Context: an optimization exercise on an open-source flow, tuned for small area, a short achievable clock period and few clock cycles per item. The choices shown serve that exercise and are no tape-out recipe.
No functional check of the RTL was part of this run.

==> design.v <==
module msf_decoder (
    input  wire        clk,
    input  wire        rst,           
    input  wire        start,         
    input  wire [7:0]  count,         
    input  wire [31:0] start_time,    
    output reg  [7:0]  mem_raddr,
    input  wire [7:0]  mem_rdata,
    output reg         done,
    output reg  [8:0]  dstat,         
    output reg  [5:0]  secs,
    output reg  [7:0]  rd_ptr,
    output reg  [59:0] a_bits,        
    output reg  [59:0] b_bits,        
    output reg  [31:0] rec_ticks,
    output reg  [7:0]  rec_year,
    output reg  [7:0]  rec_month,
    output reg  [7:0]  rec_day,
    output reg  [2:0]  rec_dow,
    output reg  [7:0]  rec_hour,
    output reg  [7:0]  rec_minute,
    output reg         rec_bst,
    output reg  [15:0] rec_dut1
);
    localparam [1:0] S_IDLE  = 2'd0,
                     S_INIT  = 2'd1,
                     S_RUN   = 2'd2,
                     S_FINAL = 2'd3;
    reg [1:0]  state;
    reg [7:0]  cnt;
    reg [31:0] stime;
    reg [2:0]  cd;               
    reg [7:0]  R, Re;            
    function [4:0] f_u10;        
        input [7:0] x;
        f_u10 = {(x > 8'd24), (x >= 8'd10) ? x[3:0] - 4'd10 : 4'd10 - x[3:0]};
    endfunction
    function [5:0] f_u20;        
        input [7:0] x;
        f_u20 = {(x > 8'd37), (x >= 8'd20) ? x[4:0] - 5'd20 : 5'd20 - x[4:0]};
    endfunction
    function [10:0] f_p30;       
        input [7:0] x;
        reg [5:0] u;
        reg [9:0] c;
        begin
            u = (x >= 8'd30) ? x[5:0] - 6'd30 : 6'd30 - x[5:0];
            c = ({5'd0, u[4:0]} * 10'd21 + ((x >= 8'd30) ? 10'd14 : 10'd57)) >> 6;
            f_p30 = {(x < 8'd4) | (x > 8'd56), {u[4:0], u[4:0]} + c};
        end
    endfunction
    function [11:0] f_p70;       
        input [7:0] x;
        reg [7:0]  u;
        reg [14:0] c;
        begin
            u = (x >= 8'd70) ? x - 8'd70 : 8'd70 - x;
            c = ({8'd0, u[6:0]} * 15'd73 + ((x >= 8'd70) ? 15'd14 : 15'd234)) >> 8;
            f_p70 = {(x > 8'd174), {u[6:0], 4'd0} - {3'd0, u[6:0], 1'b0} + c[10:0]};
        end
    endfunction
    function [10:0] f_p80;       
        input [7:0] x;
        reg [7:0] u;
        begin
            u = (x >= 8'd80) ? x - 8'd80 : 8'd80 - x;
            f_p80 = {(x < 8'd9) | (x > 8'd151),
                     {u[6:0], 3'd0} + {1'b0, u[6:0], 2'd0} +
                     {4'd0, u[6:1]} + {9'd0, (x < 8'd80) & u[0]}};
        end
    endfunction
    function [10:0] f_p90;       
        input [7:0] x;
        reg [7:0]  u;
        reg [15:0] c;
        begin
            u = (x >= 8'd90) ? x - 8'd90 : 8'd90 - x;
            c = ({9'd0, u[6:0]} * 16'd57 + ((x >= 8'd90) ? 16'd0 : 16'd455)) >> 9;
            f_p90 = {(x < 8'd10) | (x > 8'd170),
                     {u[6:0], 3'd0} + {2'b0, u[6:0], 1'b0} + {3'd0, u[6:0]} + c[9:0]};
        end
    endfunction
    wire [4:0]  eu10 = f_u10(R);
    wire [5:0]  eu20 = f_u20(R);
    wire [10:0] ep30 = f_p30(R);
    reg  [4:0]  A10;     
    reg  [5:0]  A20;     
    reg  [10:0] A30;     
    reg  [5:0]  X;       
    reg  [8:0]  S;       
    wire [6:0]  zsum = {2'b0, X[4:0]} + {3'b0, eu10[3:0]};
    wire [9:0]  ssum = {2'b0, S[7:0]} + {2'b0, R};
    reg  [9:0]  Z10;     
    reg         Zbig;
    reg  [8:0]  Sp;      
    wire [4:0]  ou10 = f_u10(R);
    wire [11:0] op70 = f_p70(R);
    wire [10:0] op80 = f_p80(R);
    wire [10:0] op90 = f_p90(R);
    wire [8:0]  s2   = {1'b0, Re} + {1'b0, R};
    wire [8:0]  v2   = (s2 >= 9'd100) ? s2 - 9'd100 : 9'd100 - s2;
    wire        b2   = (v2 > 9'd89);
    wire [9:0]  d2   = {v2[6:0], 3'd0} + {2'b0, v2[6:0], 1'b0};
    wire [9:0]  s4   = {2'b0, Sp[7:0]} + {2'b0, R};
    wire [9:0]  v4   = (s4 >= 10'd100) ? s4 - 10'd100 : 10'd100 - s4;
    wire        b4   = (v4 > 10'd149);
    wire [11:0] t11  = {2'b0, A30[9:0]} + {1'b0, op70[10:0]} + {2'b0, d2};
    wire [11:0] t10  = {1'b0, A20[4:0], 5'd0} + {2'b0, A20[4:0], 4'd0} + {5'd0, A20[4:0], 1'b0}
                     + {2'b0, op80[9:0]} + {2'b0, d2};
    wire [11:0] t00  = {2'b0, A10[3:0], 6'd0} + {3'b0, A10[3:0], 5'd0} + {6'd0, A10[3:0], 2'd0}
                     + {2'b0, op90[9:0]} + {2'b0, d2};
    wire [12:0] t4   = {Z10, 3'd0} + {2'b0, Z10, 1'b0} + {2'b0, op70[10:0]}
                     + {v4[7:0], 3'd0} + {4'd0, v4[7:0], 1'b0};
    wire [9:0]  n11 = (A30[10] | op70[11] | b2 | (t11 > 12'd1023)) ? 10'd1023 : t11[9:0];
    wire [9:0]  n10 = (A20[5]  | op80[10] | b2 | (t10 > 12'd1023)) ? 10'd1023 : t10[9:0];
    wire [9:0]  n00 = (A10[4]  | op90[10] | b2 | (t00 > 12'd1023)) ? 10'd1023 : t00[9:0];
    wire [10:0] n4  = (Zbig | op70[11] | b4 | Sp[8] | (t4 > 13'd2047)) ? 11'd2047 : t4[10:0];
    wire [5:0]  xsum = {1'b0, A10[3:0]} + {1'b0, ou10[3:0]};
    reg  [9:0]  T11, T10, T00;
    reg  [10:0] T4;
    function [8:0] div3;
        input [9:0] n;
        integer i;
        reg [2:0] r;
        begin
            r = 3'd0;
            div3 = 9'd0;
            for (i = 9; i >= 0; i = i - 1) begin
                r = {r[1:0], n[i]};
                if (r >= 3'd3) begin
                    r = r - 3'd3;
                    if (i < 9) div3[i] = 1'b1;
                end
            end
        end
    endfunction
    wire [8:0] q11 = div3(T11);
    wire [8:0] q10 = div3(T10);
    wire [8:0] q00 = div3(T00);
    wire l1110 = q11 < q10, l1011 = q10 < q11;
    wire l1100 = q11 < q00, l0011 = q00 < q11;
    wire l1000 = q10 < q00, l0010 = q00 < q10;
    wire w11 = l1110 & l1100;
    wire w10 = l1011 & l1000;
    wire w00 = l0011 & l0010;
    wire [8:0] qmin = (l1110 & l1100) ? q11 : (l1000 ? q10 : q00);
    wire       qlow = (qmin < 9'd300);
    reg  [8:0] Mm;       
    reg        Mok, Ma, Mb;
    wire        have4 = ({1'b0, rd_ptr} + 9'd4 <= {1'b0, cnt});
    wire [12:0] diff  = {2'b0, T4} - {2'b0, Mm, 2'b0} - {4'b0, Mm};    
    wire        acc01 = have4 & (T4 < 11'd1500) & diff[12];
    wire        accw  = Mok & (~have4 | (~diff[12] & (diff >= 13'd5)));
    wire        acc   = acc01 | accw;
    wire        abit  = accw & Ma;
    wire        bbit  = (accw & Mb) | acc01;
    wire [7:0] rd2 = rd_ptr + 8'd2;
    wire [7:0] rd4 = rd_ptr + 8'd4;
    wire [7:0] rdn = acc01 ? rd4 : rd2;
    wire [8:0] rdn1 = {1'b0, rdn} + 9'd1;
    wire       last = (secs == 6'd59) || ({1'b0, rdn} >= {1'b0, cnt});
    wire       lone = (rdn1 >= {1'b0, cnt});
    function [7:0] bcd;
        input [7:0] v;
        begin
            bcd = v[7:4] * 8'd10 + {4'd0, v[3:0]};
        end
    endfunction
    reg [7:0] w_year, w_month, w_day, w_dow, w_hour, w_minute;
    reg [7:0] w_sync;
    integer   i;
    always @* begin
        for (i = 0; i < 8; i = i + 1) w_year[7-i]   = a_bits[16+i];    
        w_month = 8'd0;
        for (i = 0; i < 5; i = i + 1) w_month[4-i]  = a_bits[24+i];    
        w_day = 8'd0;
        for (i = 0; i < 6; i = i + 1) w_day[5-i]    = a_bits[29+i];    
        w_dow = 8'd0;
        for (i = 0; i < 3; i = i + 1) w_dow[2-i]    = a_bits[35+i];    
        w_hour = 8'd0;
        for (i = 0; i < 6; i = i + 1) w_hour[5-i]   = a_bits[38+i];    
        w_minute = 8'd0;
        for (i = 0; i < 7; i = i + 1) w_minute[6-i] = a_bits[44+i];    
        for (i = 0; i < 8; i = i + 1) w_sync[7-i]   = a_bits[51+i];    
    end
    wire e_sync     = (w_sync != 8'h7E);
    wire e_par_year = ~(^a_bits[23:16] ^ b_bits[53]);
    wire e_par_date = ~(^a_bits[34:24] ^ b_bits[54]);
    wire e_par_dow  = ~(^a_bits[37:35] ^ b_bits[55]);
    wire e_par_time = ~(^a_bits[50:38] ^ b_bits[56]);
    wire frame_ok   = ~(e_sync | e_par_year | e_par_date | e_par_dow | e_par_time);
    wire empty      = (cnt == 8'd0);
    wire check      = !empty && !dstat[2] && (secs >= 6'd59);
    function [3:0] lead1;
        input [7:0] w;    
        integer j;
        reg     run;
        begin
            lead1 = 4'd0;
            run   = 1'b1;
            for (j = 0; j < 8; j = j + 1) begin
                if (run && w[j]) lead1 = lead1 + 4'd1;
                else             run   = 1'b0;
            end
        end
    endfunction
    wire [3:0]  npos = lead1(b_bits[7:0]);
    wire [3:0]  nneg = lead1(b_bits[15:8]);
    wire [15:0] dut1 = (npos != 4'd0) ? {12'd0, npos} * 16'd100
                                      : 16'd0 - {12'd0, nneg} * 16'd100;
    reg ph;    
    always @(posedge clk) begin
        R   <= mem_rdata;
        Re  <= R;
        A10 <= eu10;
        A20 <= eu20;
        A30 <= ep30;
        Z10 <= {zsum[5:0], 3'd0} + {2'b0, zsum[5:0], 1'b0};
        Zbig <= X[5] | eu10[4];
        Sp  <= {S[8] | (ssum > 10'd249), ssum[7:0]};
        T11 <= n11;
        T10 <= n10;
        T00 <= n00;
        T4  <= n4;
        X   <= {A10[4] | ou10[4], xsum[4:0]};
        S   <= {(s2 > 9'd249), s2[7:0]};
        if (ph) begin
            Mm  <= qlow ? qmin : 9'd300;
            Mok <= qlow & (w11 | w10 | w00);
            Ma  <= w11 | w10;
            Mb  <= w11;
        end
        if (state == S_IDLE) begin
            cnt   <= count;
            stime <= start_time;
        end
    end
    always @(posedge clk) begin
        if (rst) begin
            state      <= S_IDLE;
            ph         <= 1'b0;
            cd         <= 3'd0;
            mem_raddr  <= 8'd0;
            done       <= 1'b0;
            dstat      <= 9'd0;
            secs       <= 6'd0;
            rd_ptr     <= 8'd0;
            a_bits     <= 60'd0;
            b_bits     <= 60'd0;
            rec_ticks  <= 32'd0;
            rec_year   <= 8'd0;
            rec_month  <= 8'd0;
            rec_day    <= 8'd0;
            rec_dow    <= 3'd0;
            rec_hour   <= 8'd0;
            rec_minute <= 8'd0;
            rec_bst    <= 1'b0;
            rec_dut1   <= 16'd0;
        end else begin
            done <= 1'b0;
            ph   <= ~ph;
            if (cd != 3'd0) cd <= cd - 3'd1;
            case (state)
                S_IDLE: begin
                    mem_raddr <= {7'd0, start};
                    ph        <= 1'b0;
                    if (start) state <= S_INIT;
                end
                S_INIT: begin
                    mem_raddr <= mem_raddr + 8'd1;
                    dstat     <= 9'd0;
                    secs      <= 6'd0;
                    a_bits    <= 60'd0;
                    b_bits    <= 60'd0;
                    cd        <= 3'd4;
                    if (cnt == 8'd1) rd_ptr <= 8'd1;    
                    else             rd_ptr <= 8'd0;
                    state <= (cnt[7:1] == 7'd0) ? S_FINAL : S_RUN;
                end
                S_RUN: begin
                    mem_raddr <= mem_raddr + 8'd1;
                    if (cd == 3'd0) begin
                        if (acc) begin
                            secs         <= secs + 6'd1;
                            a_bits[secs] <= abit;
                            b_bits[secs] <= bbit;
                            cd           <= acc01 ? 3'd3 : 3'd1;
                            if (last) begin
                                rd_ptr <= rdn;
                                state  <= S_FINAL;
                            end else if (lone) begin
                                rd_ptr <= rdn1[7:0];
                                state  <= S_FINAL;
                            end else begin
                                rd_ptr <= rdn;
                            end
                        end else begin
                            dstat[2] <= 1'b1;                   
                            rd_ptr   <= rd2;
                            state    <= S_FINAL;
                        end
                    end
                end
                S_FINAL: begin
                    mem_raddr <= 8'd0;
                    dstat[1]  <= empty;
                    dstat[3]  <= (secs < 6'd59);                
                    if (check) begin
                        dstat[4] <= e_sync;
                        dstat[5] <= e_par_year;
                        dstat[6] <= e_par_date;
                        dstat[7] <= e_par_dow;
                        dstat[8] <= e_par_time;
                        dstat[0] <= frame_ok;
                        if (frame_ok) begin
                            rec_ticks  <= stime;
                            rec_year   <= bcd(w_year);
                            rec_month  <= bcd(w_month);
                            rec_day    <= bcd(w_day);
                            rec_dow    <= w_dow[2:0];
                            rec_hour   <= bcd(w_hour);
                            rec_minute <= bcd(w_minute);
                            rec_bst    <= b_bits[57];
                            rec_dut1   <= dut1;
                        end
                    end
                    done  <= 1'b1;
                    state <= S_IDLE;
                end
            endcase
        end
    end
endmodule
==> run.sh <==
#!/bin/bash
# synth_recipe.tcl (not shown) runs the flow's synth.tcl, then flattens the netlist and writes it again
# the make line also repeats each setting of config.mk as NAME=value (left out here)
make -C /OpenROAD-flow-scripts/flow DESIGN_CONFIG=/design/flow/config.mk WORK_HOME=/design/flow/orfs CLKGATE_MAP_FILE= SYNTH_SCRIPT=/design/flow/synth_recipe.tcl finish
==> config.mk <==
export PLATFORM = sky130hd
export DESIGN_NAME = msf_decoder
export DESIGN_NICKNAME = msf_decoder
export VERILOG_FILES = /design/flow/design.v
export SDC_FILE = /design/flow/constraint.sdc
export NUM_CORES = 4
export LEC_CHECK = 0
export CAP_MARGIN = 20
export CORE_MARGIN = 2
export CORE_UTILIZATION = 40
export PLACE_DENSITY = 0.6
export SLEW_MARGIN = 20
==> constraint.sdc <==
create_clock -name core_clock -period 30.0 [get_ports {clk}]
set_input_delay 6.0000 -clock core_clock [delete_from_list [all_inputs] [get_ports {clk}]]
set_output_delay 6.0000 -clock core_clock [all_outputs]
set_load 0.01 [all_outputs]
==> summary.txt <==
==> routing by layer <==
layer	part of all wire (%)	track usage [%]	vias to the layer above
li1	-	-	12600
met4	3.6	7.99	0
met3	5.3	3.40	131
met5	0	0	-
met1	44	28.4	11900
met2	47	38.2	628
==> layout make-up <==
class                           count  area (sq um)  area share [%]
Clock buffer                       67          1340            3.73
Clock inverter                     22           297           0.822
Inverter                          341          1280            3.55
Multi-Input combinational cell   2621         20400            56.5
Sequential cell                   398          8490            23.5
Tap cell                          978          1220            3.39
Timing Repair Buffer              313          3060            8.49
==> worst paths after layout <==
check                           from  slack [ps]     end
worst min register to register  X[5]         410    Zbig
worst min-delay path            X[5]         410    Zbig
worst max-delay path            R[2]       18500  T00[5]
worst max register to register  R[2]       18500  T00[5]
==> kinds of logic (layout without fill, tap and decap cells) <==
| group | count (synthesis) | after routing | share of synthesized area, % |
|---|---|---|---|
| compound gates | 845 | 845 | 18.6 |
| xor+xnor | 249 | 249 | 7.18 |
| fa+ha+maj | 520 | 520 | 24.0 |
| buf+inv | 461 | 743 | 5.85 |
| flops | 398 | 398 | 27.8 |
| mux | 58 | 58 | 2.01 |
| other cells | 1 | 9 | 0.0123 |
| simple gates | 940 | 940 | 14.5 |
==> placed cells by master, fill, tap and decap left out, types with 52 or more instances in the layout <==
cell type        instances
nand2_1                333
a32o_1                  68
fa_1                   112
inv_1                  334
edfxtp_1                52
nand2b_1                58
dfxtp_1                346
clkdlybuf4s50_1        284
ha_1                   407
o21ai_0                153
xor2_1                  64
a21oi_1                243
nor2b_1                 54
nor2_1                 221
a21o_1                  60
xnor2_1                182
nor3_1                  63
==> state kept, by name, summed over array words and instances, names as in the netlist, 7 cells and up <==
signal,cells
A30,11
Mm,9
R,8
Re,7
S,8
Sp,9
T00,10
T10,10
T11,10
T4,11
Z10,8
a_bits,60
b_bits,60
cnt,8
dstat,9
mem_raddr,8
rd_ptr,8
rec_dut1,10
rec_minute,8
rec_ticks,32
rec_year,8
stime,32
==> cell usage after synthesis (7+ instances only) <==
| master | n |
|---|---|
| nand4_1 | 17 |
| nand2_1 | 333 |
| nor3_1 | 67 |
| dfxtp_1 | 346 |
| a21boi_0 | 11 |
| a22o_1 | 51 |
| mux2i_1 | 31 |
| inv_1 | 334 |
| buf_2 | 8 |
| o21ai_1 | 9 |
| fa_1 | 112 |
| a211oi_1 | 24 |
| a221oi_1 | 9 |
| a32o_1 | 68 |
| nor4_1 | 11 |
| a22oi_1 | 7 |
| or2_2 | 9 |
| o21ai_0 | 153 |
| clkbuf_1 | 93 |
| xor2_1 | 64 |
| a21oi_1 | 243 |
| o31ai_1 | 8 |
| edfxtp_1 | 52 |
| o211ai_1 | 20 |
| nor2b_1 | 54 |
| nor2_1 | 221 |
| a31oi_1 | 29 |
| mux2_2 | 24 |
| nand2b_1 | 58 |
| or3_1 | 28 |
| and3_1 | 25 |
| ha_1 | 408 |
| nand3_1 | 51 |
| o21a_1 | 30 |
| o21bai_1 | 32 |
| nor3b_1 | 11 |
| a21o_1 | 60 |
| and2_1 | 20 |
| buf_4 | 13 |
| xnor2_1 | 183 |
| o22ai_1 | 10 |
==> worst register-to-register path, delay by kind of cell (launching register included) <==
kind | cells | cell delay, ps
DFF | 1 | 700
xor gates and xnor gates | 1 | 180
and+or+nand+nor | 10 | 1390
AOI/OAI and AO/OA | 13 | 3350
buffers and inverters | 7 | 1040
adders and majority gates | 12 | 4720
==> metrics.yaml <==
synth.distinct_cells: 95
post-dp-hpwl_um: 71000
whs_path_depth: 1
finalHoldViolCount: 0
slew_viol_final: 0
skew_ps: 42.6
cp_top_family: "adder cells"
grt_pass1_wl_um: 138000
cts_resized: 0
synth_seq_cells: 398
status: "timing/DRC/antenna clean"
post-route-util_pct: 47.6
ys_warn_count: 1
cap_violations: 0
vias_per_cell: 5.33
rows: 101
nFillCells: 7368
cp.required_ps: 30470
portBuffers: 285
overflow: 0
dr_total_vias: 25300
avgSynthCellArea_sq_um: 8.80
synth_area_leaders: "dfxtp_1 23%, ha_1 17%, fa_1 7.3%, xnor2_1 5.2%, edfxtp_1 5.1%"
synth_top_area_share_pct: 22.7
endpoint_kind: "flop"
postCtsHoldBufs: 0
drc: 0
cts_tree: "built"
holdCritPathClass: "reg2reg"
die_x_um: 280
wirelength_um: 89300
synthArstFlopShare_pct: 0
place_congestion: 0.905
dp.cells: 4651
design_area_sq_um: 36100
finalSetupTns_ps: 0
start_util_pct: 40.3
syn_inst: 3472
area_delta_synth_final_pct: 18.0
h-tree-depth: 2
root_buffer: "clkbuf_16"
r2r_cells: 43
drtIter0Drc: 1466
post_cts_buffers: 0
grt_pass1_vias: 24200
antenna_found_initial: 0
place_ws_ps: 18500
seq_area_frac_synth_pct: 27.8
finalCritPeriodShare_pct: 38.3
ios: 295
place_area_sq_um: 34400
final_cell_count_no_fill: 4740
critPathMaxStageDelay_ps: 810
drtPass1Iterations: 5
clock_latency_ps: 630
synth_top_area_cell: "dfxtp_1"
die-area_sq_um: 78600
layout.nets: 4294
clockBufferDepth: 3
cp_max_fo: 14
cts_buffers: 48
dieHeight_um: 280
grt_max_degree: 90
fmax_mhz: 87.0
syn_area_sq_um: 30600
antenna_cells: 0
cp-start-kind: "flop"
postRouteAntennaNets: 0
track_usage_pct: 22.3
setup_viol_count_final: 0
path_buf_inv: 7
coreArea_sq_um: 75800
fin_crit_ps: 11500
rsz0062_at_grt: "no"
wire_per_inst_um: 18.8
hold_ws_ps: 405
path_clk_slew_ps: 60
synth-edff-count: 52
tightest_slew_ps: 1020
crit_cells: 43
worst_slack_ps: 18500
crit_arrival_ps: 11970
ys.flop_type: "dfxtp_1"
crit_type: "reg2reg"
maxSlewHeadroom_pct: 31.9
clock_sinks: 398
critPathSlowestCell: "a21boi_0"
drive_gt1_share_pct: 4.55

port drivers added, routing unchanged:
How much do the figures lean on ideal ports? The routed layout below was timed once more, with nothing changed but the port constraints. Step 1 assumes that a clkbuf_16 drives the clock port and a buf_2 every other input. Step 2 also shifts input and output timing later by t, the mid clock arrival at the registers, as if the neighbouring blocks saw the same clock. a / b / c = no drivers / after step 1 / after step 2; a / b = the first two.
t, ns: 0.676
setup slack, ns: 18.501 / 18.501 / 18.501
latest minus earliest clock arrival (ns): 0.043 / 0.042
worst slew at a driven data input, ns: 0.06
pins driven straight from the clock port: 1
After both steps this run still meets setup and hold. For this run, drivers alone change the setup slack by 0.000 ns; drivers and shift together by 0.000 ns.
